Context: an optimization exercise on an open-source flow, tuned for small area. The choices shown serve that exercise and are no tape-out recipe.
The RTL was checked by simulation tests, not by an equivalence proof against the original design.
Power figures rest on the tool's default switching activity, not on a simulated workload.

==> flow/design.v <==
module ts0710_crc_step (
    input  wire [7:0] crc_in,
    input  wire [7:0] data,
    output reg  [7:0] crc_out
);
    integer k;
    always @* begin
        crc_out = crc_in ^ data;
        for (k = 0; k < 8; k = k + 1) begin
            if (crc_out[0])
                crc_out = (crc_out >> 1) ^ 8'hE0;
            else
                crc_out = crc_out >> 1;
        end
    end
endmodule
module ts0710_rx (
    input  wire        clk,
    input  wire        rst,
    input  wire        compat,      
    input  wire        flush,       
    input  wire        rx_valid,
    input  wire [7:0]  rx_data,
    output reg         code_valid,
    output reg  [3:0]  code,
    output wire [7:0]  frm_addr,
    output wire [7:0]  frm_ctrl,
    output wire [15:0] frm_len,
    output wire [7:0]  frm_fcs,
    output reg         pay_valid,
    output wire [7:0]  pay_data,
    output reg         in_frame,
    output reg  [15:0] acc_len
);
    localparam [7:0] FLAG = 8'hF9;
    localparam [7:0] CRC_INIT = 8'hEB;
    localparam [7:0] CRC_RES  = 8'hCF;
    reg  [7:0]  addr_r;
    reg  [7:0]  ctrl_r;
    reg  [15:0] len_r;       
    reg         long_r;      
    reg         past_r;      
    reg  [7:0]  crc_r;
    reg  [7:0]  b1;          
    reg  [7:0]  b2;          
    assign frm_addr = addr_r;
    assign frm_ctrl = ctrl_r;
    assign frm_len  = len_r;
    assign frm_fcs  = b2;
    assign pay_data = b2;
    wire [7:0] crc_next;
    ts0710_crc_step u_crc (.crc_in(crc_r), .data(b1), .crc_out(crc_next));
    wire is_flag  = (rx_data == FLAG);
    wire at_cap   = acc_len[15] & acc_len[2] & acc_len[1];
    wire overflow = in_frame & ~flush & at_cap;
    wire inf      = in_frame & ~flush & ~at_cap;    
    wire idx1     = (acc_len == 16'd1);
    wire idx2     = (acc_len == 16'd2);
    wire idx3     = (acc_len == 16'd3);
    wire idx4     = (acc_len == 16'd4);
    wire idx5     = (acc_len == 16'd5);
    wire collapse = is_flag & idx1;
    wire [15:0] flen = acc_len - (long_r ? 16'd6 : 16'd5);
    wire exact    = (flen == len_r);
    wire complete = is_flag & (exact | past_r);
    wire ctrl_uih = ((ctrl_r & 8'hEF) == 8'hEF);
    wire ctrl_ua  = ((ctrl_r & 8'hEF) == 8'h63);
    wire ff       = ~long_r & (&len_r[6:0]);
    wire quirk    = compat & ff;
    wire fcs_ok   = (compat & ctrl_ua) | (crc_next == CRC_RES);
    wire append   = rx_valid & inf & ~collapse;
    wire hdr_cov  = (acc_len[15:3] == 13'd0) &
                    (~acc_len[2] | (~acc_len[1] & (~acc_len[0] | long_r)));
    wire pay_pos  = ~(acc_len[15:3] == 13'd0) | (acc_len[2] & acc_len[0] & ~long_r)
                  | (acc_len[2] & acc_len[1]);
    always @(posedge clk) begin
        if (rx_valid) begin
            b1 <= rx_data;
            b2 <= b1;
        end
        if (idx1) addr_r <= rx_data;
        if (idx2) ctrl_r <= rx_data;
        if (idx3) begin
            len_r  <= {9'd0, rx_data[7:1]};
            long_r <= ~rx_data[0];
        end
        if (idx4 && long_r) len_r[14:7] <= rx_data;
        if (append && complete) len_r <= flen;
        if (rst) len_r[15] <= 1'b0;
        if (!inf)
            crc_r <= CRC_INIT;
        else if (append && (!ctrl_uih || hdr_cov))
            crc_r <= crc_next;
        if (!inf)
            past_r <= 1'b0;
        else if (append && exact)
            past_r <= 1'b1;
        code <= 4'd2;
        if (!inf)
            code <= overflow ? (is_flag ? 4'd8 : 4'd7) : {3'd0, is_flag};
        else if (collapse)
            code <= 4'd3;
        else if (complete) begin
            if (quirk)
                code <= 4'd4;
            else if (!exact)
                code <= 4'd5;
            else if (fcs_ok)
                code <= 4'd4;
            else
                code <= 4'd6;
        end
        if (rst) begin
            code_valid <= 1'b0;
            pay_valid  <= 1'b0;
            in_frame   <= 1'b0;
            acc_len    <= 16'd0;
        end else begin
            code_valid <= rx_valid;
            pay_valid  <= append & ~complete & pay_pos;
            if (rx_valid) begin
                if (!inf) begin
                    in_frame <= is_flag;
                    acc_len  <= {15'd0, is_flag};
                end else if (complete && !collapse) begin
                    in_frame <= 1'b0;
                    acc_len  <= 16'd0;
                end else if (!collapse) begin
                    acc_len  <= acc_len + 16'd1;
                end
            end else if (flush) begin
                in_frame <= 1'b0;
                acc_len  <= 16'd0;
            end
        end
    end
endmodule
module ts0710_tx (
    input  wire        clk,
    input  wire        rst,
    input  wire        tx_start,
    input  wire [7:0]  tx_addr,
    input  wire [7:0]  tx_ctrl,
    input  wire [15:0] tx_len,
    output wire        tx_ready,
    input  wire        tx_pl_valid,
    input  wire [7:0]  tx_pl_data,
    output wire        tx_pl_ready,
    output reg         tx_valid,
    output reg  [7:0]  tx_data,
    output reg         len_err      
);
    localparam [7:0] FLAG = 8'hF9;
    localparam [2:0] S_IDLE  = 3'd0,
                     S_ADDR  = 3'd1,
                     S_CTRL  = 3'd2,
                     S_LEN0  = 3'd3,
                     S_LEN1  = 3'd4,
                     S_PAY   = 3'd5,
                     S_FCS   = 3'd6,
                     S_CLOSE = 3'd7;
    reg [2:0]  state;
    reg [7:1]  addr_r;
    reg [7:0]  ctrl_r;
    reg [14:0] len_r;
    reg [7:0]  crc_r;
    wire       ctrl_uih  = ((ctrl_r & 8'hEF) == 8'hEF);
    wire       short_len = (len_r[14:7] == 8'd0);
    wire       hi_zero   = (len_r[14:1] == 14'd0);
    wire [7:0] len_b0    = {len_r[6:0], short_len};
    wire [7:0] len_b1    = len_r[14:7];
    assign tx_ready    = (state == S_IDLE);
    assign tx_pl_ready = (state == S_PAY);
    reg  [7:0] out_byte;
    reg        out_en;
    reg        out_cov;
    always @* begin
        out_byte = FLAG;
        out_en   = 1'b0;
        out_cov  = 1'b0;
        case (state)
            S_IDLE:  begin out_en = tx_start & ~tx_len[15]; end
            S_ADDR:  begin out_byte = {addr_r, 1'b1}; out_en = 1'b1; out_cov = 1'b1; end
            S_CTRL:  begin out_byte = ctrl_r; out_en = 1'b1; out_cov = 1'b1; end
            S_LEN0:  begin out_byte = len_b0; out_en = 1'b1; out_cov = 1'b1; end
            S_LEN1:  begin out_byte = len_b1; out_en = 1'b1; out_cov = 1'b1; end
            S_PAY:   begin out_byte = tx_pl_data; out_en = tx_pl_valid; out_cov = !ctrl_uih; end
            S_FCS:   begin out_byte = ~crc_r; out_en = 1'b1; end
            S_CLOSE: begin out_en = 1'b1; end
            default: ;
        endcase
    end
    wire [7:0] crc_next;
    ts0710_crc_step u_crc (.crc_in(crc_r), .data(out_byte), .crc_out(crc_next));
    always @(posedge clk) begin
        tx_data <= out_byte;
        if (state == S_IDLE) begin
            addr_r <= tx_addr[7:1];
            ctrl_r <= tx_ctrl;
            len_r  <= tx_len[14:0];
            crc_r  <= 8'hFF;
        end else begin
            if (out_en && out_cov)
                crc_r <= crc_next;
            if (state == S_PAY && tx_pl_valid)
                len_r <= len_r - 15'd1;
        end
        if (rst) begin
            state    <= S_IDLE;
            tx_valid <= 1'b0;
            len_err  <= 1'b0;
        end else begin
            tx_valid <= out_en;
            len_err  <= (state == S_IDLE) & tx_start & tx_len[15];
            case (state)
                S_IDLE:  if (tx_start && !tx_len[15]) state <= S_ADDR;
                S_ADDR:  state <= S_CTRL;
                S_CTRL:  state <= S_LEN0;
                S_LEN0:  state <= !short_len ? S_LEN1 : (hi_zero && !len_r[0]) ? S_FCS : S_PAY;
                S_LEN1:  state <= S_PAY;
                S_PAY:   if (tx_pl_valid && hi_zero && len_r[0]) state <= S_FCS;
                S_FCS:   state <= S_CLOSE;
                S_CLOSE: state <= S_IDLE;
                default: state <= S_IDLE;
            endcase
        end
    end
endmodule
module ts0710_codec (
    input  wire        clk,
    input  wire        rst,           
    input  wire        compat,        
    input  wire        stat_clr,      
    input  wire        rx_valid,
    input  wire [7:0]  rx_data,
    input  wire        rx_flush,      
    output wire        rx_code_valid,
    output wire [3:0]  rx_code,
    output wire [7:0]  frm_addr,
    output wire [7:0]  frm_ctrl,
    output wire [15:0] frm_len,
    output wire [7:0]  frm_fcs,
    output wire        pay_valid,
    output wire [7:0]  pay_data,
    output wire        in_frame,
    output wire [15:0] acc_len,
    input  wire        tx_start,
    input  wire [7:0]  tx_addr,
    input  wire [7:0]  tx_ctrl,
    input  wire [15:0] tx_len,
    output wire        tx_ready,
    input  wire        tx_pl_valid,
    input  wire [7:0]  tx_pl_data,
    output wire        tx_pl_ready,
    output wire        tx_valid,
    output wire [7:0]  tx_data,
    output reg  [31:0] cnt_ok,
    output reg  [31:0] cnt_framing,
    output reg  [31:0] cnt_checksum,
    output reg  [31:0] cnt_overflow,
    output reg  [3:0]  err_flags      
);
    wire tx_len_err;
    ts0710_rx u_rx (
        .clk        (clk),
        .rst        (rst),
        .compat     (compat),
        .flush      (rx_flush),
        .rx_valid   (rx_valid),
        .rx_data    (rx_data),
        .code_valid (rx_code_valid),
        .code       (rx_code),
        .frm_addr   (frm_addr),
        .frm_ctrl   (frm_ctrl),
        .frm_len    (frm_len),
        .frm_fcs    (frm_fcs),
        .pay_valid  (pay_valid),
        .pay_data   (pay_data),
        .in_frame   (in_frame),
        .acc_len    (acc_len)
    );
    ts0710_tx u_tx (
        .clk         (clk),
        .rst         (rst),
        .tx_start    (tx_start),
        .tx_addr     (tx_addr),
        .tx_ctrl     (tx_ctrl),
        .tx_len      (tx_len),
        .tx_ready    (tx_ready),
        .tx_pl_valid (tx_pl_valid),
        .tx_pl_data  (tx_pl_data),
        .tx_pl_ready (tx_pl_ready),
        .tx_valid    (tx_valid),
        .tx_data     (tx_data),
        .len_err     (tx_len_err)
    );
    wire ev_ok   = rx_code_valid && (rx_code == 4'd4);
    wire ev_bad  = rx_code_valid && (rx_code == 4'd5);
    wire ev_csum = rx_code_valid && (rx_code == 4'd6);
    wire ev_ovf  = rx_code_valid && ((rx_code == 4'd7) || (rx_code == 4'd8));
    reg clr_d;
    always @(posedge clk) begin
        if (rst) clr_d <= 1'b0;
        else     clr_d <= stat_clr;
    end
    wire keep = ~(rst | clr_d);
    function automatic [31:0] cnt_next(input [31:0] cnt, input ev, input keep, input rst);
        integer i;
        reg c;
        begin
            c = ev;
            cnt_next[0] = ~rst & ((cnt[0] & keep) ^ ev);
            for (i = 1; i < 32; i = i + 1) begin
                c = c & cnt[i-1];
                cnt_next[i] = keep & (cnt[i] ^ c);
            end
        end
    endfunction
    always @(posedge clk) begin
        cnt_ok       <= cnt_next(cnt_ok,       ev_ok,   keep, rst);
        cnt_framing  <= cnt_next(cnt_framing,  ev_bad,  keep, rst);
        cnt_checksum <= cnt_next(cnt_checksum, ev_csum, keep, rst);
        cnt_overflow <= cnt_next(cnt_overflow, ev_ovf,  keep, rst);
        err_flags    <= ({4{keep}} & err_flags) |
                        ({4{~rst}} & {tx_len_err, ev_ovf, ev_csum, ev_bad});
    end
endmodule
==> flow/config.mk <==
export PLATFORM = sky130hd
export DESIGN_NAME = ts0710_codec
export DESIGN_NICKNAME = ts0710_codec
export VERILOG_FILES = /design/flow/design.v
export SDC_FILE = /design/flow/constraint.sdc
export NUM_CORES = 4
export LEC_CHECK = 0
export CAP_MARGIN = 20
export CORE_MARGIN = 2
export CORE_UTILIZATION = 65
export SLEW_MARGIN = 20
==> flow/constraint.sdc <==
create_clock -name core_clock -period 10.0 [get_ports {clk}]
set_input_delay 2.0000 -clock core_clock [delete_from_list [all_inputs] [get_ports {clk}]]
set_output_delay 2.0000 -clock core_clock [all_outputs]
set_load 0.01 [all_outputs]
standard.sh (not shown) runs the stock make flow with config.mk's settings and CLKGATE_MAP_FILE= SYNTH_SCRIPT=/design/flow/synth_recipe.tcl, a recipe that flattens the netlist after the stock synthesis.
==> flow/flow/run.sh <==
#!/bin/bash
# The standard layout, with plain buf_1 cells as the port buffers and a
# clock tree of clkbuf_8 cells on clusters of up to 14 flip-flops.
set -euo pipefail
bash standard.sh finish "BUFFER_PORTS_ARGS=-buffer_cell sky130_fd_sc_hd__buf_1" \
  "CTS_ARGS=-sink_clustering_enable -repair_clock_nets -sink_clustering_size 14 -sink_clustering_max_diameter 60 -buf_list sky130_fd_sc_hd__clkbuf_8 -dont_use_dummy_load" > standard.log 2>&1
Rerun with:
--- a/flow/design.v
+++ b/flow/design.v
@@ -144,78 +144,72 @@
     input  wire [15:0] tx_len,
     output wire        tx_ready,
     input  wire        tx_pl_valid,
     input  wire [7:0]  tx_pl_data,
     output wire        tx_pl_ready,
     output reg         tx_valid,
-    output reg  [7:0]  tx_data,
+    output wire [7:0]  tx_data,
     output reg         len_err      
 );
     localparam [7:0] FLAG = 8'hF9;
     localparam [2:0] S_IDLE  = 3'd0,
-                     S_ADDR  = 3'd1,
+                     S_ADDR  = 3'd1,    
                      S_CTRL  = 3'd2,
                      S_LEN0  = 3'd3,
                      S_LEN1  = 3'd4,
                      S_PAY   = 3'd5,
                      S_FCS   = 3'd6,
                      S_CLOSE = 3'd7;
     reg [2:0]  state;
-    reg [7:1]  addr_r;
+    reg [7:0]  out_r;       
+    reg        cov_r;       
     reg [7:0]  ctrl_r;
     reg [14:0] len_r;
     reg [7:0]  crc_r;
     wire       ctrl_uih  = ((ctrl_r & 8'hEF) == 8'hEF);
     wire       short_len = (len_r[14:7] == 8'd0);
     wire       hi_zero   = (len_r[14:1] == 14'd0);
     wire [7:0] len_b0    = {len_r[6:0], short_len};
     wire [7:0] len_b1    = len_r[14:7];
     assign tx_ready    = (state == S_IDLE);
     assign tx_pl_ready = (state == S_PAY);
-    reg  [7:0] out_byte;
-    reg        out_en;
-    reg        out_cov;
-    always @* begin
-        out_byte = FLAG;
-        out_en   = 1'b0;
-        out_cov  = 1'b0;
-        case (state)
-            S_IDLE:  begin out_en = tx_start & ~tx_len[15]; end
-            S_ADDR:  begin out_byte = {addr_r, 1'b1}; out_en = 1'b1; out_cov = 1'b1; end
-            S_CTRL:  begin out_byte = ctrl_r; out_en = 1'b1; out_cov = 1'b1; end
-            S_LEN0:  begin out_byte = len_b0; out_en = 1'b1; out_cov = 1'b1; end
-            S_LEN1:  begin out_byte = len_b1; out_en = 1'b1; out_cov = 1'b1; end
-            S_PAY:   begin out_byte = tx_pl_data; out_en = tx_pl_valid; out_cov = !ctrl_uih; end
-            S_FCS:   begin out_byte = ~crc_r; out_en = 1'b1; end
-            S_CLOSE: begin out_en = 1'b1; end
-            default: ;
-        endcase
-    end
+    wire show_flag = (state == S_IDLE) | (state == S_ADDR);
+    assign tx_data = show_flag ? FLAG : out_r;
     wire [7:0] crc_next;
-    ts0710_crc_step u_crc (.crc_in(crc_r), .data(out_byte), .crc_out(crc_next));
+    ts0710_crc_step u_crc (.crc_in(crc_r), .data(out_r), .crc_out(crc_next));
+    wire [7:0] crc_d = cov_r ? crc_next : crc_r;
     always @(posedge clk) begin
-        tx_data <= out_byte;
+        crc_r <= (state == S_IDLE) ? 8'hFF : crc_d;
+        case (state)
+            S_IDLE:  begin out_r <= tx_addr | 8'h01; cov_r <= 1'b0; end
+            S_ADDR:  cov_r <= 1'b1;
+            S_CTRL:  begin out_r <= ctrl_r; cov_r <= 1'b1; end
+            S_LEN0:  begin out_r <= len_b0; cov_r <= 1'b1; end
+            S_LEN1:  begin out_r <= len_b1; cov_r <= 1'b1; end
+            S_PAY:   begin out_r <= tx_pl_data; cov_r <= tx_pl_valid & ~ctrl_uih; end
+            S_FCS:   begin out_r <= ~crc_d; cov_r <= 1'b0; end
+            default: cov_r <= 1'b0;
+        endcase
         if (state == S_IDLE) begin
-            addr_r <= tx_addr[7:1];
             ctrl_r <= tx_ctrl;
             len_r  <= tx_len[14:0];
-            crc_r  <= 8'hFF;
-        end else begin
-            if (out_en && out_cov)
-                crc_r <= crc_next;
-            if (state == S_PAY && tx_pl_valid)
-                len_r <= len_r - 15'd1;
+        end else if (state == S_PAY && tx_pl_valid) begin
+            len_r  <= len_r - 15'd1;
         end
         if (rst) begin
             state    <= S_IDLE;
             tx_valid <= 1'b0;
             len_err  <= 1'b0;
         end else begin
-            tx_valid <= out_en;
             len_err  <= (state == S_IDLE) & tx_start & tx_len[15];
             case (state)
+                S_IDLE:  tx_valid <= tx_start & ~tx_len[15];
+                S_PAY:   tx_valid <= tx_pl_valid;
+                default: tx_valid <= 1'b1;
+            endcase
+            case (state)
                 S_IDLE:  if (tx_start && !tx_len[15]) state <= S_ADDR;
                 S_ADDR:  state <= S_CTRL;
                 S_CTRL:  state <= S_LEN0;
                 S_LEN0:  state <= !short_len ? S_LEN1 : (hi_zero && !len_r[0]) ? S_FCS : S_PAY;
                 S_LEN1:  state <= S_PAY;
                 S_PAY:   if (tx_pl_valid && hi_zero && len_r[0]) state <= S_FCS;
Final cell count stays flat.
Worst setup slack is better by 0.15 ns.
Clock-buffer cell count is lower by 1.
Power is higher by 16%.
Synthesized cell count is about the same.

## what the ideal ports hide
No port has a modelled driver above. Below, the same layouts with a new extraction and two added sets of constraints.
Step 1 assumes that a clkbuf_16 drives the clock port and a buf_2 every other input.
Step 2 adds t to the input delays and takes it off the output delays; t is the mean of the earliest and latest rising clock arrival at the registers after step 1. Input paths then give back, and output paths get back, about the clock's delay inside the block.
Three values: ideal ports, drivers, drivers and shift; two values: the first two.
run | t, ns | slack for setup (ns) | clock arrival spread, ns
the first run | 0.581 | 3.024 / 3.024 / 3.024 | 0.032 / 0.031
the second run | 0.580 | 3.174 / 3.174 / 3.174 | 0.037 / 0.037
After both steps setup and hold are still met in every run listed.
